Source: an optimization exercise on an open RTL-to-GDS flow (aim: small area, a short achievable clock period and few clock cycles). Production flows keep margins and buffers that such runs may drop. Only simulation tests tie the RTL to the original design; equivalence was not proved. Power figures rest on the tool's default switching activity, not on a simulated workload.

<file path="flow/config.mk">
export PLATFORM = sky130hd
export DESIGN_NAME = gfrs_dec
export DESIGN_NICKNAME = gfrs_dec
export VERILOG_FILES = /design/flow/design.v
export SDC_FILE = /design/flow/constraint.sdc
export NUM_CORES = 4
export LEC_CHECK = 0
export CAP_MARGIN = 20
export CELL_PAD_IN_SITES_DETAIL_PLACEMENT = 1
export CELL_PAD_IN_SITES_GLOBAL_PLACEMENT = 2
export CORE_MARGIN = 2
export CORE_UTILIZATION = 25
export PLACE_DENSITY = 0.35
export SLEW_MARGIN = 20
</file>
<file path="flow/constraint.sdc">
create_clock -name core_clock -period 15.0 [get_ports {clk}]
set_input_delay 3.0000 -clock core_clock [delete_from_list [all_inputs] [get_ports {clk}]]
set_output_delay 3.0000 -clock core_clock [all_outputs]
set_load 0.01 [all_outputs]
</file>
<file path="flow/design.v">
module gf_mul (
    input  wire [7:0] a,
    input  wire [7:0] b,
    output reg  [7:0] p
);
    reg [7:0] aa;
    integer k;
    always @* begin
        p  = 8'h00;
        aa = a;
        for (k = 0; k < 8; k = k + 1) begin
            if (b[k]) p = p ^ aa;
            aa = {aa[6:0], 1'b0} ^ (aa[7] ? 8'h1d : 8'h00);
        end
    end
endmodule
module gf_inv (
    input  wire [7:0] a,
    output wire [7:0] y
);
    wire [7:0] sq [1:7];      
    assign sq[1] = (a[0] ? 8'h01 : 8'h00) ^ (a[1] ? 8'h04 : 8'h00) ^
                   (a[2] ? 8'h10 : 8'h00) ^ (a[3] ? 8'h40 : 8'h00) ^
                   (a[4] ? 8'h1d : 8'h00) ^ (a[5] ? 8'h74 : 8'h00) ^
                   (a[6] ? 8'hcd : 8'h00) ^ (a[7] ? 8'h13 : 8'h00);
    assign sq[2] = (a[0] ? 8'h01 : 8'h00) ^ (a[1] ? 8'h10 : 8'h00) ^
                   (a[2] ? 8'h1d : 8'h00) ^ (a[3] ? 8'hcd : 8'h00) ^
                   (a[4] ? 8'h4c : 8'h00) ^ (a[5] ? 8'hb4 : 8'h00) ^
                   (a[6] ? 8'h8f : 8'h00) ^ (a[7] ? 8'h18 : 8'h00);
    assign sq[3] = (a[0] ? 8'h01 : 8'h00) ^ (a[1] ? 8'h1d : 8'h00) ^
                   (a[2] ? 8'h4c : 8'h00) ^ (a[3] ? 8'h8f : 8'h00) ^
                   (a[4] ? 8'h9d : 8'h00) ^ (a[5] ? 8'h6a : 8'h00) ^
                   (a[6] ? 8'h46 : 8'h00) ^ (a[7] ? 8'h5d : 8'h00);
    assign sq[4] = (a[0] ? 8'h01 : 8'h00) ^ (a[1] ? 8'h4c : 8'h00) ^
                   (a[2] ? 8'h9d : 8'h00) ^ (a[3] ? 8'h46 : 8'h00) ^
                   (a[4] ? 8'h5f : 8'h00) ^ (a[5] ? 8'hfd : 8'h00) ^
                   (a[6] ? 8'hd9 : 8'h00) ^ (a[7] ? 8'h81 : 8'h00);
    assign sq[5] = (a[0] ? 8'h01 : 8'h00) ^ (a[1] ? 8'h9d : 8'h00) ^
                   (a[2] ? 8'h5f : 8'h00) ^ (a[3] ? 8'hd9 : 8'h00) ^
                   (a[4] ? 8'h85 : 8'h00) ^ (a[5] ? 8'he6 : 8'h00) ^
                   (a[6] ? 8'h82 : 8'h00) ^ (a[7] ? 8'h12 : 8'h00);
    assign sq[6] = (a[0] ? 8'h01 : 8'h00) ^ (a[1] ? 8'h5f : 8'h00) ^
                   (a[2] ? 8'h85 : 8'h00) ^ (a[3] ? 8'h82 : 8'h00) ^
                   (a[4] ? 8'h02 : 8'h00) ^ (a[5] ? 8'hbe : 8'h00) ^
                   (a[6] ? 8'h17 : 8'h00) ^ (a[7] ? 8'h19 : 8'h00);
    assign sq[7] = (a[0] ? 8'h01 : 8'h00) ^ (a[1] ? 8'h85 : 8'h00) ^
                   (a[2] ? 8'h02 : 8'h00) ^ (a[3] ? 8'h17 : 8'h00) ^
                   (a[4] ? 8'h04 : 8'h00) ^ (a[5] ? 8'h2e : 8'h00) ^
                   (a[6] ? 8'h08 : 8'h00) ^ (a[7] ? 8'h5c : 8'h00);
    wire [7:0] p12, p34, p56, p1234, p567;
    gf_mul u_m12   (.a(sq[1]), .b(sq[2]), .p(p12));
    gf_mul u_m34   (.a(sq[3]), .b(sq[4]), .p(p34));
    gf_mul u_m56   (.a(sq[5]), .b(sq[6]), .p(p56));
    gf_mul u_m1234 (.a(p12),   .b(p34),   .p(p1234));
    gf_mul u_m567  (.a(p56),   .b(sq[7]), .p(p567));
    gf_mul u_my    (.a(p1234), .b(p567),  .p(y));
endmodule
module gfrs_dec (
    input  wire       clk,
    input  wire       rst,
    input  wire       cmd_valid,
    output wire       cmd_ready,
    input  wire [7:0] cmd_dlen,
    input  wire [4:0] cmd_nsym,
    input  wire       in_valid,
    output wire       in_ready,
    input  wire [7:0] in_data,
    output wire       out_valid,
    output wire [7:0] out_pos,
    output wire [7:0] out_mag,
    output reg        done,
    output reg        err,
    output reg  [1:0] cause,
    output reg  [3:0] errcnt,
    output reg        paychg
);
    localparam T    = 16;      
    localparam TMAX = 8;       
    localparam [1:0] C_OK = 2'd0, C_TOOMANY = 2'd1, C_VERIFY = 2'd2, C_DEGEN = 2'd3;
    localparam [3:0] S_IDLE = 4'd0,
                     S_SYN  = 4'd1,
                     S_SCHK = 4'd2,
                     S_BMA  = 4'd3,
                     S_GATE = 4'd4,
                     S_OMG  = 4'd5,
                     S_CHN  = 4'd6,
                     S_CCHK = 4'd7,
                     S_FRN  = 4'd8,
                     S_VER  = 4'd9,
                     S_OUT  = 4'd10,
                     S_FIN  = 4'd11;
    reg  [3:0] state;
    reg  [7:0] dlen;
    reg  [4:0] nsym;
    reg  [7:0] nlen;                  
    reg  [8:0] cnt;
    reg  [7:0] s     [0:T-1];         
    reg  [7:0] sw    [0:T];           
    reg  [7:0] sg    [0:T];           
    reg  [7:0] bs    [0:T];           
    reg  [4:0] blen;                  
    reg  [7:0] bdisc;
    reg  [4:0] deg;
    reg  [7:0] om    [0:T-1];         
    reg  [7:0] ct    [0:T];           
    reg  [7:0] xi;                    
    reg  [7:0] xp;                    
    reg  [7:0] epos  [0:TMAX-1];
    reg  [7:0] exi   [0:TMAX-1];      
    reg  [7:0] exl   [0:TMAX-1];      
    reg  [7:0] emag  [0:TMAX-1];
    reg  [4:0] nroot;
    reg  [3:0] kidx;
    reg  [7:0] hnum, hden;            
    reg        bad;
    reg  [7:0] sv    [0:T-1];         
    reg  [7:0] vt;                    
    reg  [1:0] fcause;                
    wire [8:0] cmd_ntot = {1'b0, cmd_dlen} + {4'b0000, cmd_nsym};
    wire       cmd_bad  = (cmd_nsym > T) || (cmd_ntot > 9'd255);
    assign cmd_ready = (state == S_IDLE) && !done;
    assign in_ready  = (state == S_SYN);
    assign out_valid = (state == S_OUT) && (nroot != 5'd0);
    assign out_pos   = epos[cnt[2:0]];
    assign out_mag   = emag[cnt[2:0]];
    genvar i;
    integer k;
    wire [7:0] apow [0:T];
    wire [7:0] ainv [0:T];
    assign apow[0] = 8'h01;
    assign ainv[0] = 8'h01;
    generate
        for (i = 1; i <= T; i = i + 1) begin : g_pow
            assign apow[i] = {apow[i-1][6:0], 1'b0} ^ (apow[i-1][7] ? 8'h1d : 8'h00);
            assign ainv[i] = ainv[i-1][0] ? (({1'b0, ainv[i-1][7:1]}) ^ 8'h8e) : {1'b0, ainv[i-1][7:1]};
        end
    endgenerate
    wire [7:0] syn_prod [0:T-1];
    generate
        for (i = 0; i < T; i = i + 1) begin : g_syn
            gf_mul u_mul (.a(s[i]), .b(apow[i]), .p(syn_prod[i]));
        end
    endgenerate
    reg syn_zero;
    always @* begin
        syn_zero = 1'b1;
        for (k = 0; k < T; k = k + 1)
            if (k < nsym && s[k] != 8'h00) syn_zero = 1'b0;
    end
    wire [7:0] dot_prod [0:T];
    reg  [7:0] dot;
    generate
        for (i = 0; i <= T; i = i + 1) begin : g_dot
            gf_mul u_mul (.a(sg[i]), .b(sw[i]), .p(dot_prod[i]));
        end
    endgenerate
    always @* begin
        dot = 8'h00;
        for (k = 0; k <= T; k = k + 1)
            if (state != S_BMA || k <= blen) dot = dot ^ dot_prod[k];
    end
    wire [7:0] bdisc_inv;
    wire [7:0] q;
    gf_inv u_inv_b (.a(bdisc), .y(bdisc_inv));
    gf_mul u_mul_q (.a(dot), .b(bdisc_inv), .p(q));
    wire [7:0] upd [0:T];
    generate
        for (i = 0; i <= T; i = i + 1) begin : g_upd
            gf_mul u_mul (.a(q), .b(bs[i]), .p(upd[i]));
        end
    endgenerate
    wire [7:0] s_next = (cnt + 9'd1 < T) ? s[cnt[3:0] + 4'd1] : 8'h00;
    reg [4:0] sg_deg;
    always @* begin
        sg_deg = 5'd0;
        for (k = 0; k <= T; k = k + 1)
            if (sg[k] != 8'h00) sg_deg = k[4:0];
    end
    wire [7:0] chn_prod [0:T];
    reg  [7:0] chn_sum;
    generate
        for (i = 0; i <= T; i = i + 1) begin : g_chn
            gf_mul u_mul (.a(ct[i]), .b(ainv[i]), .p(chn_prod[i]));
        end
    endgenerate
    always @* begin
        chn_sum = 8'h00;
        for (k = 0; k <= T; k = k + 1) chn_sum = chn_sum ^ ct[k];
    end
    wire [7:0] fx = exi[kidx[2:0]];
    wire [3:0] fj = 4'd15 - cnt[3:0];                         
    wire [7:0] dcoef = fj[0] ? 8'h00 : sg[{1'b0, fj} + 5'd1];  
    wire [7:0] hnum_m, hden_m, hden_inv, nd, mag;
    gf_mul u_mul_hn (.a(hnum), .b(fx), .p(hnum_m));
    gf_mul u_mul_hd (.a(hden), .b(fx), .p(hden_m));
    gf_inv u_inv_d  (.a(hden), .y(hden_inv));
    gf_mul u_mul_nd (.a(hnum), .b(hden_inv), .p(nd));
    gf_mul u_mul_mg (.a(nd), .b(exl[kidx[2:0]]), .p(mag));
    wire [7:0] vt_next;
    gf_mul u_mul_vt (.a(vt), .b(exl[kidx[2:0]]), .p(vt_next));
    reg ver_zero;
    always @* begin
        ver_zero = 1'b1;
        for (k = 0; k < T; k = k + 1)
            if (k < nsym && sv[k] != 8'h00) ver_zero = 1'b0;
    end
    reg pay;
    always @* begin
        pay = 1'b0;
        for (k = 0; k < TMAX; k = k + 1)
            if (k < nroot && epos[k] < dlen && emag[k] != 8'h00) pay = 1'b1;
    end
    always @(posedge clk) begin
        done <= 1'b0;
        if (rst) begin
            state  <= S_IDLE;
            dlen   <= 8'd0;
            nsym   <= 5'd0;
            nlen   <= 8'd0;
            cnt    <= 9'd0;
            err    <= 1'b0;
            cause  <= 2'd0;
            errcnt <= 4'd0;
            paychg <= 1'b0;
            blen   <= 5'd0;
            bdisc  <= 8'h01;
            deg    <= 5'd0;
            xi     <= 8'h01;
            xp     <= 8'h01;
            nroot  <= 5'd0;
            kidx   <= 4'd0;
            hnum   <= 8'h00;
            hden   <= 8'h00;
            bad    <= 1'b0;
            vt     <= 8'h00;
            fcause <= C_OK;
            for (k = 0; k < T; k = k + 1) begin
                s[k]  <= 8'h00;
                om[k] <= 8'h00;
                sv[k] <= 8'h00;
            end
            for (k = 0; k <= T; k = k + 1) begin
                sw[k] <= 8'h00;
                sg[k] <= 8'h00;
                bs[k] <= 8'h00;
                ct[k] <= 8'h00;
            end
            for (k = 0; k < TMAX; k = k + 1) begin
                epos[k] <= 8'h00;
                exi[k]  <= 8'h00;
                exl[k]  <= 8'h00;
                emag[k] <= 8'h00;
            end
        end else begin
            case (state)
            S_IDLE: begin
                if (cmd_valid && cmd_ready) begin
                    dlen <= cmd_dlen;
                    nsym <= cmd_nsym;
                    nlen <= cmd_ntot[7:0];
                    cnt  <= 9'd0;
                    for (k = 0; k < T; k = k + 1) s[k] <= 8'h00;
                    if (cmd_bad) begin
                        done   <= 1'b1;
                        err    <= 1'b1;
                        cause  <= C_OK;
                        errcnt <= 4'd0;
                        paychg <= 1'b0;
                    end else if (cmd_ntot != 9'd0) begin
                        state <= S_SYN;
                    end else begin
                        state <= S_SCHK;
                    end
                end
            end
            S_SYN: begin
                if (in_valid) begin
                    for (k = 0; k < T; k = k + 1) s[k] <= syn_prod[k] ^ in_data;
                    cnt <= cnt + 9'd1;
                    if (cnt == {1'b0, nlen} - 9'd1) state <= S_SCHK;
                end
            end
            S_SCHK: begin
                if (syn_zero) begin
                    fcause <= C_OK;
                    state  <= S_FIN;
                end else begin
                    state <= S_BMA;
                    cnt   <= 9'd0;
                    sw[0] <= s[0];
                    for (k = 1; k <= T; k = k + 1) sw[k] <= 8'h00;
                    sg[0] <= 8'h01;
                    for (k = 1; k <= T; k = k + 1) sg[k] <= 8'h00;
                    bs[0] <= 8'h00;
                    bs[1] <= 8'h01;
                    for (k = 2; k <= T; k = k + 1) bs[k] <= 8'h00;
                    blen  <= 5'd0;
                    bdisc <= 8'h01;
                end
            end
            S_BMA: begin
                if (dot != 8'h00) begin
                    for (k = 0; k <= T; k = k + 1) sg[k] <= sg[k] ^ upd[k];
                end
                if (dot != 8'h00 && {blen, 1'b0} <= cnt[5:0]) begin
                    blen  <= cnt[4:0] + 5'd1 - blen;
                    bdisc <= dot;
                    bs[0] <= 8'h00;
                    for (k = 1; k <= T; k = k + 1) bs[k] <= sg[k-1];
                end else begin
                    bs[0] <= 8'h00;
                    for (k = 1; k <= T; k = k + 1) bs[k] <= bs[k-1];
                end
                sw[0] <= s_next;
                for (k = 1; k <= T; k = k + 1) sw[k] <= sw[k-1];
                cnt <= cnt + 9'd1;
                if (cnt == {4'b0000, nsym} - 9'd1) state <= S_GATE;
            end
            S_GATE: begin
                deg <= sg_deg;
                if ({sg_deg, 1'b0} > {1'b0, nsym}) begin
                    fcause <= C_TOOMANY;
                    state  <= S_FIN;
                end else begin
                    state <= S_OMG;
                    cnt   <= 9'd0;
                    sw[0] <= s[0];
                    for (k = 1; k <= T; k = k + 1) sw[k] <= 8'h00;
                    for (k = 0; k < T; k = k + 1) om[k] <= 8'h00;
                end
            end
            S_OMG: begin
                om[cnt[3:0]] <= dot;
                sw[0] <= s_next;
                for (k = 1; k <= T; k = k + 1) sw[k] <= sw[k-1];
                cnt <= cnt + 9'd1;
                if (cnt == {4'b0000, nsym} - 9'd1) begin
                    state <= S_CHN;
                    cnt   <= 9'd0;
                    for (k = 0; k <= T; k = k + 1) ct[k] <= sg[k];
                    xi    <= 8'h01;
                    xp    <= 8'h01;
                    nroot <= 5'd0;
                end
            end
            S_CHN: begin
                if (chn_sum == 8'h00) begin
                    if (nroot < TMAX) begin
                        epos[nroot[2:0]] <= nlen - 8'd1 - cnt[7:0];
                        exi[nroot[2:0]]  <= xi;
                        exl[nroot[2:0]]  <= xp;
                    end
                    nroot <= nroot + 5'd1;
                end
                for (k = 0; k <= T; k = k + 1) ct[k] <= chn_prod[k];
                xi  <= xi[0] ? ({1'b0, xi[7:1]} ^ 8'h8e) : {1'b0, xi[7:1]};
                xp  <= {xp[6:0], 1'b0} ^ (xp[7] ? 8'h1d : 8'h00);
                cnt <= cnt + 9'd1;
                if (cnt == {1'b0, nlen} - 9'd1) state <= S_CCHK;
            end
            S_CCHK: begin
                if (nroot != deg) begin
                    fcause <= C_TOOMANY;
                    state  <= S_FIN;
                end else begin
                    state <= S_FRN;
                    cnt   <= 9'd0;
                    kidx  <= 4'd0;
                    hnum  <= 8'h00;
                    hden  <= 8'h00;
                    bad   <= 1'b0;
                end
            end
            S_FRN: begin
                if ({1'b0, kidx} == nroot) begin
                    if (bad) begin
                        fcause <= C_DEGEN;
                        state  <= S_FIN;
                    end else begin
                        state <= S_VER;
                        cnt   <= 9'd0;
                        kidx  <= 4'd0;
                        vt    <= emag[0];
                        for (k = 0; k < T; k = k + 1) sv[k] <= s[k];
                    end
                end else if (cnt == 9'd16) begin
                    if (hden == 8'h00) begin
                        bad <= 1'b1;
                        emag[kidx[2:0]] <= 8'h00;
                    end else begin
                        emag[kidx[2:0]] <= mag;
                    end
                    kidx <= kidx + 4'd1;
                    cnt  <= 9'd0;
                    hnum <= 8'h00;
                    hden <= 8'h00;
                end else begin
                    hnum <= hnum_m ^ om[fj];
                    hden <= hden_m ^ dcoef;
                    cnt  <= cnt + 9'd1;
                end
            end
            S_VER: begin
                if ({1'b0, kidx} == nroot) begin
                    if (ver_zero) begin
                        state <= S_OUT;
                        cnt   <= 9'd0;
                    end else begin
                        fcause <= C_VERIFY;
                        state  <= S_FIN;
                    end
                end else begin
                    sv[cnt[3:0]] <= sv[cnt[3:0]] ^ vt;
                    vt  <= vt_next;
                    cnt <= cnt + 9'd1;
                    if (cnt == 9'd15) begin
                        cnt  <= 9'd0;
                        kidx <= kidx + 4'd1;
                        vt   <= emag[kidx[2:0] + 3'd1];
                    end
                end
            end
            S_OUT: begin
                cnt <= cnt + 9'd1;
                if (nroot == 5'd0 || cnt == {4'b0000, nroot} - 9'd1) begin
                    state  <= S_IDLE;
                    done   <= 1'b1;
                    err    <= 1'b0;
                    cause  <= C_OK;
                    errcnt <= nroot[3:0];
                    paychg <= pay;
                end
            end
            S_FIN: begin
                state  <= S_IDLE;
                done   <= 1'b1;
                err    <= 1'b0;
                cause  <= fcause;
                errcnt <= 4'd0;
                paychg <= 1'b0;
            end
            default: state <= S_IDLE;
            endcase
        end
    end
endmodule
</file>
<file path="flow/run.sh">
#!/bin/bash
# synth_recipe.tcl (not shown) runs the flow's synth.tcl, then flattens the netlist and writes it again
# the make line also repeats each setting of config.mk as NAME=value (left out here)
make -C /OpenROAD-flow-scripts/flow DESIGN_CONFIG=/design/flow/config.mk WORK_HOME=/design/flow/orfs CLKGATE_MAP_FILE= SYNTH_SCRIPT=/design/flow/synth_recipe.tcl finish
</file>
==> run notes <==
where the power goes:
part / switching [mW] / internal, mW / leakage, nW
clock: 2.00 / 2.71 / 3.06
combinational: 2.09 / 0.898 / 30.0
sequential: 0.311 / 3.81 / 11.4
total: 4.40 / 7.42 / 44.5
worst max-delay path: cells and delay by family, from the launching register on:
family,cells,cell delay (ns)
and+or+nand+nor,5,1.87
AOI/OAI and AO/OA,5,0.94
xor gates and xnor gates,14,7.24
buffers and inverters,3,1.23
DFF,1,0.50
muxes,1,0.35
worst max-delay path by stage:
stage	slack [ns]	start	to
global placement	2.58	bdisc[2]	sg[16][4]
floorplan	5.75	hden[3]	emag[0][3]
global route	1.82	bdisc[2]	sg[5][4]
detailed placement	2.43	bdisc[2]	sg[5][4]
CTS	2.36	bdisc[2]	sg[11][4]
finish	2.63	bdisc[2]	sg[5][4]
cells by family after synthesis:
kind of cell    count (synthesis)  synth area share [%]
simple gates                 5555                  19.3
xor+xnor                     3963                  31.2
compound gates               2510                  13.3
buf+inv                      1651                  5.34
flops                        1275                  24.5
mux                           432                  5.22
fa+ha+maj                     118                  1.19
synth_stat cells, drive strengths merged (26+ instances only):
library cell	number	area (um2)
a21oi	553	2770
nand3	277	1390
a22o	40	350
mux2i	147	1470
edfxtp	512	15400
o221ai	33	289
o211ai	86	656
a32oi	29	254
nor4	127	795
and2	173	1080
nand2	2469	9270
xor2	814	7380
a31oi	79	494
xnor2	2905	26000
or3	147	920
a211oi	61	473
a22oi	278	2090
nand4	35	219
a222oi	143	1430
nor3	177	891
o21a	31	233
and3b	34	298
nor3b	26	195
dfxtp	763	15300
inv	183	687
nand2b	118	738
xnor3	221	4990
ha	109	1360
o21ai	717	3590
nor2b	117	732
a221oi	177	1710
nor2	1694	6360
mux4	163	3670
and3	41	257
clkbuf	1160	4360
o22ai	83	519
nand3b	48	360
buf	299	1580
mux2	122	1370
per-layer routing:
metal | global-route usage, % | vias up | wire length, um
li1 | - | 51100 | -
met1 | 34.6 | 58300 | 308000
met2 | 43.9 | 2293 | 318000
met3 | 2.32 | 604 | 23300
met4 | 6.40 | 4 | 19100
met5 | 0 | - | 31
through the flow:
step / power [mW] / std cells / util, % / area (um2) / hold WS (ns)
2_1_floorplan: 5.76 / 15500 / - / 125000 / 0.436
3_3_place_gp: 7.18 / 21300 / 26.6 / 132000 / 0.467
3_5_place_dp: 7.21 / 21300 / 26.6 / 132000 / 0.485
4_1_cts: 12.0 / 21600 / 27.9 / 139000 / 0.493
5_1_grt: 12.3 / 21600 / 27.9 / 139000 / 0.517
6_report: 11.8 / 21600 / 27.9 / 139000 / 0.490
registers in the layout (all words and copies together), names as in the netlist, 9 cells and up, named ones only:
signal	count
bs	121
om	128
exi	64
exl	64
sg	129
cnt	9
s	128
ct	129
sv	128
emag	64
sw	136
epos	64
layout make-up:
type                            instances  share of cell area [%]
Multi-Input combinational cell      12600                    63.6
Sequential cell                      1275                    22.1
Tap cell                             6655                    6.00
Clock buffer                          251                    3.79
Timing Repair Buffer                  570                    3.21
Clock inverter                         90                   0.738
Inverter                              192                   0.521
Antenna cell                           11                  0.0198
==> flow_summary.json <==
{
  "fin_crit_ns": 12.37,
  "grt_start_max_net_pins": 205,
  "mostFrequentLayoutCell": "sky130_fd_sc_hd__xnor2_1",
  "cpMaxStageDelayCell": "sky130_fd_sc_hd__and2_2",
  "grt_first_pass_wirelength_um": 937000,
  "clock-sinks": 1275,
  "num_io_pins": 53,
  "pre_cts_ws_ns": 2.43,
  "min_path_type": "register to register",
  "fp-row-count": 259,
  "grt_overflow_total": 0,
  "share_of_cells_above_drive_strength_1_pct": 9.18,
  "synth-seq-cells": 1275,
  "ys_dominant_reg_cell": "sky130_fd_sc_hd__dfxtp_1",
  "firstDrtPassIters": 8,
  "ctsLongestPathBuffers": 4,
  "most-common-layout-cells": "sky130_fd_sc_hd__xnor2_1 (2815), sky130_fd_sc_hd__nand2_1 (2465), sky130_fd_sc_hd__nor2_1 (1679), sky130_fd_sc_hd__xor2_1 (782), sky130_fd_sc_hd__dfxtp_1 (737)",
  "criticalPathCategory": "register to register",
  "postSynth.asyncResetShare_pct": 0,
  "hold_path.startpoint": "sg[12][7]",
  "register_area_um2": 30700,
  "power_per_cell_area_nw_per_um2": 85.2,
  "worstReg2RegEnd": "sg[5][4]",
  "p_leak_nw": 44.5,
  "floorplan.initialDensity_pct": 25.1,
  "yosys.cell_types.count": 99,
  "routedWlPerCell_um": 30.9,
  "crit_fanout": 57,
  "synth_area_per_cell_um2": 8.05,
  "cts_made_buffers": 190,
  "numPortBuffers": 52,
  "worst_path_largest_cell_delay_ns": 0.95,
  "drt_drc_violations_left": 0,
  "status": "timing/DRC/antenna clean",
  "dpl.hpwl_um": 476000,
  "fin_ws_ns": 2.63,
  "cts.clk_slew.worst_paths_ns": 0.08,
  "tritoncts": "yes",
  "layout_worst_path_cycle_share_pct": 82.5,
  "floorplan.die.width_um": 711,
  "synthToLayoutAreaGrowth_pct": 11.1,
  "drtAntennaViolNets": 0,
  "synth-edff-count": 512,
  "r2r-start": "bdisc[2]",
  "worst_slew_margin_rel_pct": 21.5,
  "design.die.area_um2": 505000,
  "core-area_um2": 497000,
  "timing.critical_path.arrival_ns": 13.17,
  "grt_setup_unrepaired": "false",
  "timing.final.hold_violations": 0,
  "synth_sequential_area_ratio_pct": 24.5,
  "clock-skew-final_ns": 0.131,
  "ctsResizeCount": 0,
  "wirelength_um": 668000,
  "antenna_found_initial": 50,
  "ctsRootBufferMaster": "sky130_fd_sc_hd__clkbuf_16",
  "place.gp.congestion": 0.851,
  "timing.hold.worst_path_depth": 2,
  "worst_slew_pin_slew_ns": 1.18,
  "num_vias": 112000,
  "max_freq_mhz": 80.8,
  "maximum_vdd_drop_mv": 0.124,
  "die_boundary_height_um": 711,
  "final-max-slew-violation-count": 0,
  "timing.final.setup_violations": 0,
  "fin_tns_setup_ns": 0,
  "worstSetupStartpointType": "register",
  "worst-r2r-cell-count": 28,
  "regToRegSetupSlack_ns": 2.63,
  "synth_fp_nets": 15600,
  "syn_inst": 15500,
  "fill_cells": 58100,
  "cp.required_ns": 15.80,
  "worstSetupEndpointType": "register",
  "grt_util_all_layers_pct": 25.7,
  "clk_latency_ns": 0.97,
  "max-cap-violations": 0,
  "grt_pass1_vias": 115000,
  "syn_area_um2": 125000,
  "holdPathEnd": "sg[12][7]",
  "yosys_warnings": 13,
  "drt-vias-per-instance": 5.19,
  "first_iter_violations": 8260,
  "h-tree-depth": 4,
  "cts_hold_buffers": 0,
  "number_of_buffers_inserted_to_repair_setup_after_cts": 0,
  "multi_input_comb_area_um2": 88200,
  "nets": 14900
}
Testbench counts, summed over its fixed seeds: cycles 83,315.

-- afterwards: timing with drivers on the ports --
Ports are ideal in the flow. The routed layout listed here was re-timed in OpenROAD. Step 1 assumes that a clkbuf_16 drives the clock port and a buf_2 every other input. Step 2 times the ports against the registers' clock, not the clock port: input delays grow and output delays shrink by t, the midpoint of the rising clock arrivals with the driver on. Slacks: no drivers / after step 1 / after step 2; pairs: no drivers / after step 1.
t (ns): 1.026
slack for setup (ns): 2.626 / 2.626 / 2.626
worst register clock-pin slew, ns: 0.08 / 0.08
worst slew at a driven data input, ns: 0.28
pins driven straight from the clock port: 1
After both steps this run still meets setup and hold. The setup slack of this run moves by 0.000 ns with the drivers and by 0.000 ns with both steps.
